What follows belongs to an exercise in optimizing a design on an open flow for small area; a production flow would make more cautious choices. In this exercise RTL edits were held to simulation tests only and were not proved equivalent to the original. Power and IR drop assume default switching activity.

[flow/design.v]
module linkcore_dp (
    input  wire        clk,
    input  wire        rst,         
    input  wire        op_valid,
    output wire        op_ready,
    input  wire [7:0]  op_code,
    input  wire [31:0] op_a,
    input  wire [31:0] op_b,
    output reg         res_valid,
    output reg         res_err,
    output wire [31:0] res_data,
    output wire [31:0] key,
    output wire [31:0] csum,
    output wire [31:0] localkey,
    output wire [31:0] remotekey,
    output wire [31:0] err
);
    localparam OP_NOP        = 4'h0;
    localparam OP_CSUM_INIT  = 4'h1;
    localparam OP_CSUM_FOLD  = 4'h2;
    localparam OP_CSUM_FINAL = 4'h3;
    localparam OP_KDF        = 4'h4;
    localparam OP_RKEY       = 4'h5;
    localparam OP_KSEED      = 4'h6;
    localparam OP_KADV       = 4'h7;
    localparam OP_MASK       = 4'h8;
    localparam OP_CRYPT      = 4'h9;
    localparam OP_PAYW       = 4'hB;
    localparam OP_SEAL       = 4'hC;
    localparam [31:0] CSUM_SEED      = 32'h0000_15A0;
    localparam [31:0] CSUM_POLY      = 32'h0000_A1C1;
    localparam [31:0] LCG_MUL        = 32'h6177_614B;
    localparam [31:0] MASK_OFS_BIAS  = 32'h0200_0000;
    localparam [31:0] MASK_CONST     = 32'h2079_6220;
    localparam [31:0] REMOTE_KEY_XOR = 32'h6F64_6573;
    localparam [31:0] KDF_C0         = 32'h4B61_7761;
    localparam [31:0] KDF_C1         = 32'h7365_646F;
    localparam [7:0] E_WINSMALL = 8'd5;
    localparam [7:0] E_RESOP    = 8'd7;
    localparam [7:0] E_MISALIGN = 8'd9;
    reg [31:0] key_r, csum_r, lkey_r, rkey_r, opr_r;
    reg [9:0]  err_bits;
    reg [7:0]  last_err;
    assign key       = key_r;
    assign csum      = csum_r;
    assign localkey  = lkey_r;
    assign remotekey = rkey_r;
    assign err       = {8'd0, last_err, 6'd0, err_bits};
    assign res_data  = opr_r;
    reg        busy;
    reg [4:0]  cnt;
    reg [7:0]  cur_op;
    reg [31:0] cur_a, cur_b;
    reg [31:0] fc;      
    reg [31:0] fw;      
    reg [31:0] macc;    
    reg [31:0] mk;      
    assign op_ready = ~busy;
    wire       accept = op_valid & op_ready;
    wire [3:0] opc    = cur_op[3:0];
    wire reserved = (cur_op[7:4] != 4'h0) || (opc == 4'hA) || (opc == 4'hD)
                 || (opc == 4'hE) || (opc == 4'hF);
    wire misaligned = (cur_a[1:0] != 2'b00);
    wire long_op = !reserved &&
                   ((opc == OP_CSUM_FOLD) || (opc == OP_KADV) || (opc == OP_CRYPT) ||
                    (opc == OP_SEAL) || (opc == OP_PAYW && !misaligned));
    wire [31:0] fc_next   = ((fc[0] ^ fw[0]) ? ((fc >> 1) ^ CSUM_POLY) : (fc >> 1));
    wire [31:0] macc_next = LCG_MUL[cnt] ? (macc + mk) : macc;
    wire        last_step = (cnt == 5'd31);
    wire [31:0] fold_res = fc_next;
    wire [31:0] adv_res  = macc_next + 32'd1;
    function [31:0] mask_fn(input [31:0] k, input [31:0] o);
        mask_fn = k ^ (~(o + MASK_OFS_BIAS) + 32'd1) ^ MASK_CONST;
    endfunction
    function [31:0] kdf_fn(input [31:0] w);
        reg [31:0] n, i, s, v;
        begin
            n = (w - 32'h200) >> 3;
            i = ((n & 32'h3F80) << 1) | ((n & 32'h4000) << 2) | (n & 32'h7F) | 32'h0038_0000;
            s = (i >> 8) + (i >> 16);
            v = (s << 24) | i | 32'h8080_8080;
            kdf_fn = {v[7:0], v[15:8], v[23:16], v[31:24]} ^ (v[9] ? KDF_C1 : KDF_C0);
        end
    endfunction
    wire [31:0] seal_csum = csum_r | (cur_a << 16);
    always @(posedge clk) begin
        if (rst) begin
            key_r     <= 32'd0;
            csum_r    <= CSUM_SEED;
            lkey_r    <= 32'd0;
            rkey_r    <= 32'd0;
            opr_r     <= 32'd0;
            err_bits  <= 10'd0;
            last_err  <= 8'd0;
            busy      <= 1'b0;
            cnt       <= 5'd0;
            cur_op    <= 8'd0;
            cur_a     <= 32'd0;
            cur_b     <= 32'd0;
            fc        <= 32'd0;
            fw        <= 32'd0;
            macc      <= 32'd0;
            mk        <= 32'd0;
            res_valid <= 1'b0;
            res_err   <= 1'b0;
        end else begin
            res_valid <= 1'b0;
            res_err   <= 1'b0;
            if (accept) begin
                busy   <= 1'b1;
                cnt    <= 5'd0;
                cur_op <= op_code;
                cur_a  <= op_a;
                cur_b  <= op_b;
                fc     <= csum_r;
                fw     <= (op_code[3:0] == OP_PAYW) ? op_b : op_a;
                macc   <= 32'd0;
                mk     <= key_r;
            end else if (busy) begin
                if (long_op && !last_step) begin
                    fc   <= fc_next;
                    fw   <= fw >> 1;
                    macc <= macc_next;
                    mk   <= mk << 1;
                    cnt  <= cnt + 5'd1;
                end else begin
                    busy      <= 1'b0;
                    res_valid <= 1'b1;
                    if (reserved) begin
                        res_err          <= 1'b1;
                        err_bits[6]      <= 1'b1;
                        last_err         <= E_RESOP;
                    end else begin
                        case (opc)
                            OP_NOP: ;
                            OP_CSUM_INIT: begin
                                csum_r <= CSUM_SEED;
                                opr_r  <= CSUM_SEED;
                            end
                            OP_CSUM_FOLD: begin
                                csum_r <= fold_res;
                                opr_r  <= fold_res;
                            end
                            OP_CSUM_FINAL: begin
                                csum_r <= csum_r | (cur_a << 16);
                                opr_r  <= csum_r | (cur_a << 16);
                            end
                            OP_KDF: begin
                                if (cur_a < 32'h200) begin
                                    res_err     <= 1'b1;
                                    err_bits[4] <= 1'b1;
                                    last_err    <= E_WINSMALL;
                                end else begin
                                    lkey_r <= kdf_fn(cur_a);
                                    opr_r  <= kdf_fn(cur_a);
                                end
                            end
                            OP_RKEY: begin
                                rkey_r <= cur_a ^ REMOTE_KEY_XOR;
                                opr_r  <= cur_a ^ REMOTE_KEY_XOR;
                            end
                            OP_KSEED: begin
                                key_r <= rkey_r;
                                opr_r <= rkey_r;
                            end
                            OP_KADV: begin
                                key_r <= adv_res;
                                opr_r <= adv_res;
                            end
                            OP_MASK: begin
                                opr_r <= cur_b ^ mask_fn(key_r, cur_a);
                            end
                            OP_CRYPT: begin
                                key_r <= adv_res;
                                opr_r <= cur_b ^ mask_fn(adv_res, cur_a);
                            end
                            OP_PAYW: begin
                                if (misaligned) begin
                                    res_err     <= 1'b1;
                                    err_bits[8] <= 1'b1;
                                    last_err    <= E_MISALIGN;
                                end else begin
                                    csum_r <= fold_res;
                                    key_r  <= adv_res;
                                    opr_r  <= cur_b ^ mask_fn(adv_res, cur_a);
                                end
                            end
                            OP_SEAL: begin
                                csum_r <= seal_csum;
                                key_r  <= adv_res;
                                opr_r  <= seal_csum ^ mask_fn(adv_res, cur_b);
                            end
                            default: ;
                        endcase
                    end
                end
            end
        end
    end
endmodule
[flow/run.sh]
#!/bin/bash
# synth_recipe.tcl (not shown) runs the flow's synth.tcl, then flattens the netlist and writes it again
# the make line also repeats each setting of config.mk as NAME=value (left out here)
make -C /OpenROAD-flow-scripts/flow DESIGN_CONFIG=/design/flow/config.mk WORK_HOME=/design/flow/orfs CLKGATE_MAP_FILE= SYNTH_SCRIPT=/design/flow/synth_recipe.tcl finish
[flow/config.mk]
export PLATFORM = sky130hd
export DESIGN_NAME = linkcore_dp
export DESIGN_NICKNAME = linkcore_dp
export VERILOG_FILES = /design/flow/design.v
export SDC_FILE = /design/flow/constraint.sdc
export NUM_CORES = 4
export LEC_CHECK = 0
export CAP_MARGIN = 20
export CORE_MARGIN = 2
export CORE_UTILIZATION = 40
export SLEW_MARGIN = 20
[flow/constraint.sdc]
create_clock -name core_clock -period 10.0 [get_ports {clk}]
set_input_delay 2.0000 -clock core_clock [delete_from_list [all_inputs] [get_ports {clk}]]
set_output_delay 2.0000 -clock core_clock [all_outputs]
set_load 0.01 [all_outputs]
==> results.txt <==
## worst min path at each step
| stage | slack [ns] | depth (start not counted) | to | from |
|---|---|---|---|---|
| after floorplan | 0.44 | 2 | cur_op[6] | cur_op[6] |
| after global placement | 0.44 | 2 | last_err[0] | last_err[0] |
| after detailed placement | 0.45 | 2 | lkey_r[18] | lkey_r[18] |
| after CTS | 0.45 | 2 | lkey_r[18] | lkey_r[18] |
| after global routing | 0.47 | 2 | opr_r[6] | opr_r[6] |
| final | 0.45 | 2 | last_err[0] | last_err[0] |
## stage by stage
stage / setup WS (ns) / std cells / power (mW)
2_1_floorplan: 4.65 / 3073 / 2.07
3_3_place_gp: 4.73 / 3854 / 2.32
3_5_place_dp: 4.51 / 3855 / 2.33
4_1_cts: 4.50 / 3934 / 4.08
5_1_grt: 4.15 / 3934 / 4.21
6_report: 4.50 / 3934 / 4.07
## where the power goes
group | total (mW) | internal [mW] | leakage [nW] | switching, mW
combinational | 0.720 | 0.269 | 5.62 | 0.451
clock | 1.76 | 1.06 | 0.778 | 0.696
sequential | 1.59 | 1.52 | 2.99 | 0.0791
total | 4.07 | 2.84 | 9.39 | 1.23
## metal layers
layer | share of wire (%) | vias up | wire, µm | track usage, %
li1 | - | 10945 | - | -
met1 | 43 | 11426 | 43300 | 45.8
met5 | 0 | - | 0 | 0
met3 | 8.8 | 175 | 8760 | 4.92
met2 | 44 | 1125 | 44100 | 50.4
met4 | 3.5 | 0 | 3520 | 11.2
## area by class of cell
class,count,area (µm²),area share (%)
Tap cell,756,946,3.47
Timing Repair Buffer,290,2820,10.4
Clock buffer,60,1280,4.71
Multi-Input combinational cell,2419,14500,53.2
Inverter,23,86.3,0.317
Clock inverter,19,287,1.05
Sequential cell,367,7350,26.9
## state kept, by name (all words and copies together), names as in the netlist
name	cells
err	3
opr_r	32
busy	1
rkey_r	32
res_valid	1
csum_r	32
mk	32
cur_b	32
cur_op	8
last_err	4
res_err	1
lkey_r	24
cnt	5
key_r	32
fw	32
macc	32
fc	32
cur_a	32
## cell usage after synthesis (all sizes together) (4+ instances only)
cell and n:
o21a 8, mux2i 25, o211ai 26, a22oi 24
or4 12, nand3 58, nand2b 9, o22ai 18
xnor2 181, nor2 329, inv 23, o31ai 20
and2 14, nand3b 4, a21oi 264, a31oi 9
dfxtp 367, a211oi 73, xor2 77, a21boi 4
buf 54, nand2 634, a21o 24, a221oi 38
and3 18, o2111ai 11, or2 5, a311oi 96
and4 4, o221ai 10, o31a 7, nor3 80
mux2 35, o311ai 4, nand4 22, a221o 9
ha 48, o21bai 7, or3 13, nor2b 13
clkbuf 210, nor4 30, o21ai 85
## kinds of logic after synthesis
logic type	Yosys count
buffers and inverters	287
AND/OR/NAND/NOR	1260
multiplexers	60
AO/OA/AOI/OAI	763
XOR/XNOR	260
other	1
adder cells (fa/ha/maj)	50
flip-flops	367
## critical path: cells and delay by family (launching register included)
family / cells / cell delay, ns
DFF: 1 / 0.40
and+or+nand+nor: 9 / 2.27
muxes: 2 / 0.48
AOI/OAI and AO/OA: 3 / 0.88
xor gates and xnor gates: 1 / 0.10
buffers and inverters: 2 / 0.64
adders and majority gates: 2 / 0.62
==> impl_metrics.yaml <==
final_layout:
  diodes: 0
  layout_commonest_cell: "nand2_1"
  final_layout_size_suffix_gt1_share_pct: 6.73
  finish.utilization_pct: 48.3
  syn_to_final_growth_pct: 19.3
  num-fill-cells: 5570
  final_cell_mix: "631 x nand2_1, 367 x dfxtp_1, 327 x nor2_1, 259 x a21oi_1, 242 x clkdlybuf4s50_1"
  nNetsFinal: 3270
  finalInstanceArea_mm2: 0.0273
synth:
  synthesis.area_mm2: 0.0229
  synth_compound_area_share_pct: 22.9
  synthArstFlopShare_pct: 0
  synth_largest_area_cell: "dfxtp_1"
  synth_area_per_cell_um2: 7.50
  muxShareOfSynthArea_pct: 2.82
  ys_seq_area_share_pct: 32.1
  synth_cells: 3048
  synth_top_family_by_area: "simple AND/OR/NAND/NOR gates"
  yosys.area_share.simple_pct: 23.9
  synth_area_leaders: "dfxtp_1 32%, nand2_1 10%, xnor2_1 6.9%, a21oi_1 5.7%, nor2_1 5.4%"
  ys_ff_latch: 367
  synth-xor-area-share_pct: 10.2
  yosysUniqueCellTypes: 100
  synth_top_area_share_pct: 32.1
  synth_fa_ha_area_share_pct: 2.76
  synth_enable_flop_cells: 0
  yosys_warnings: 1
  synth_ff_type: "dfxtp_1"
clock_network:
  ctsRootBufferMaster: "clkbuf_16"
  post_cts_buffers: 0
  cts_hold_buf: 0
  path_clk_slew_ns: 0.06
  ctsLongestPathBuffers: 3
  cts_tree: "built"
  post_cts_resized: 0
  clkLatencyLatePin_ns: 0.60
  cts_sinks: 367
  cts_made_buffers: 45
  cts_max_level: 2
floorplanning:
  row_count: 87
  die_y_um: 243
  fp.dieW_um: 243
  die_area_mm2: 0.0591
  io_pins: 270
  coreArea_mm2: 0.0565
  initial_utilization_pct: 40.5
run_status:
  outcome: "timing/DRC/antenna clean"
worst_setup_path:
  cpPeakStageDelay_ns: 0.61
  crit_type: "flop to flop"
  crit_arrival_ns: 5.98
  start_kind: "flop"
  cp.required_ns: 10.48
  crit_top_cell: "nand2_1"
  crit_path_end: "opr_r[26]"
  cp_slowest_cell: "or4b_1"
  worstSetupEndpointType: "flop"
  worstSetupStartpoint: "cnt[0]"
  r2r_slack_ns: 4.50
  critical_path.max_fanout: 52
  path_cells: "inv_1 > ha_1 > mux2_1 > and2_2 > nor2_4 > buf_4 > nand2_1 > nand2_1 > ha_1 > nand2_1 > nor3_1 > a31o_2 > nand4_1 > or4b_1 > nor4_2 > o21ba_2 > mux2i_1 > xnor2_1 > a221o_1"
  timing.rr.start: "cnt[0]"
  r2r-end: "opr_r[26]"
  worstRegToRegCells: 19
sta:
  worstMarginPinSlew_ns: 1.26
  whs_ns: 0.448
  period_share_pct: 55.0
  max_clock_freq_mhz: 182
  slew_headroom_pct: 15.7
  maxSlewViolCount: 0
  clock_skew_ns: 0.0350
  fin_setup_tns_ns: 0
  period_needed_ns: 5.50
  rsz0062_at_grt: "no"
  hold_viol: 0
  setup_viol: 0
worst_hold_path:
  hp-class: "flop to flop"
drt:
  firstDrtPassIters: 7
  drc: 0
  drtIter0Drc: 2759
  routed_wl_um: 99700
  antenna_left: 0
  viasPerCell: 6.02
  vias: 23671
  routedWlPerCell_um: 25.4
grt:
  grt_usage_pct: 32.5
  grt_pass1_wl_um: 146000
  grt_pass1_vias: 21697
  antenna_found_initial: 0
  grt_max_degree: 205
  overflow: 0
power:
  powerDensity_mw_per_mm2: 149
  leakagePower_nw: 9.39
  ir_drop_uv: 133
placement:
  dpl.hpwl_um: 74300
  port_buffers: 243
  gp_congestion: 0.958
  place_area_mm2: 0.0257
run:
  maxCapViolCount: 0

## static timing again, ports no longer ideal
The results above use ideal ports. As a check the final layout listed here was re-extracted and re-timed, cells and wires unchanged. Step 1 sets driving cells, clkbuf_16 on the clock port and buf_2 on the other inputs (assumed; they add their load-dependent delay and slew). Step 2 moves the port delays by t, midway between the first and last clock arrival at a register: inputs arrive t later, outputs are due t later. That takes back most of the time a late clock gives input paths. Slacks: ideal ports / drivers / drivers and shift; pairs: ideal ports / drivers.
t (ns): 0.649
slack for setup (ns): 4.498 / 4.498 / 4.498
worst setup path after step 2: register to register
worst slew at a driven data input, ns: 0.06
After both steps setup and hold are still met in this run. For this run, drivers alone change the setup slack by 0.000 ns; drivers and shift together by 0.000 ns.
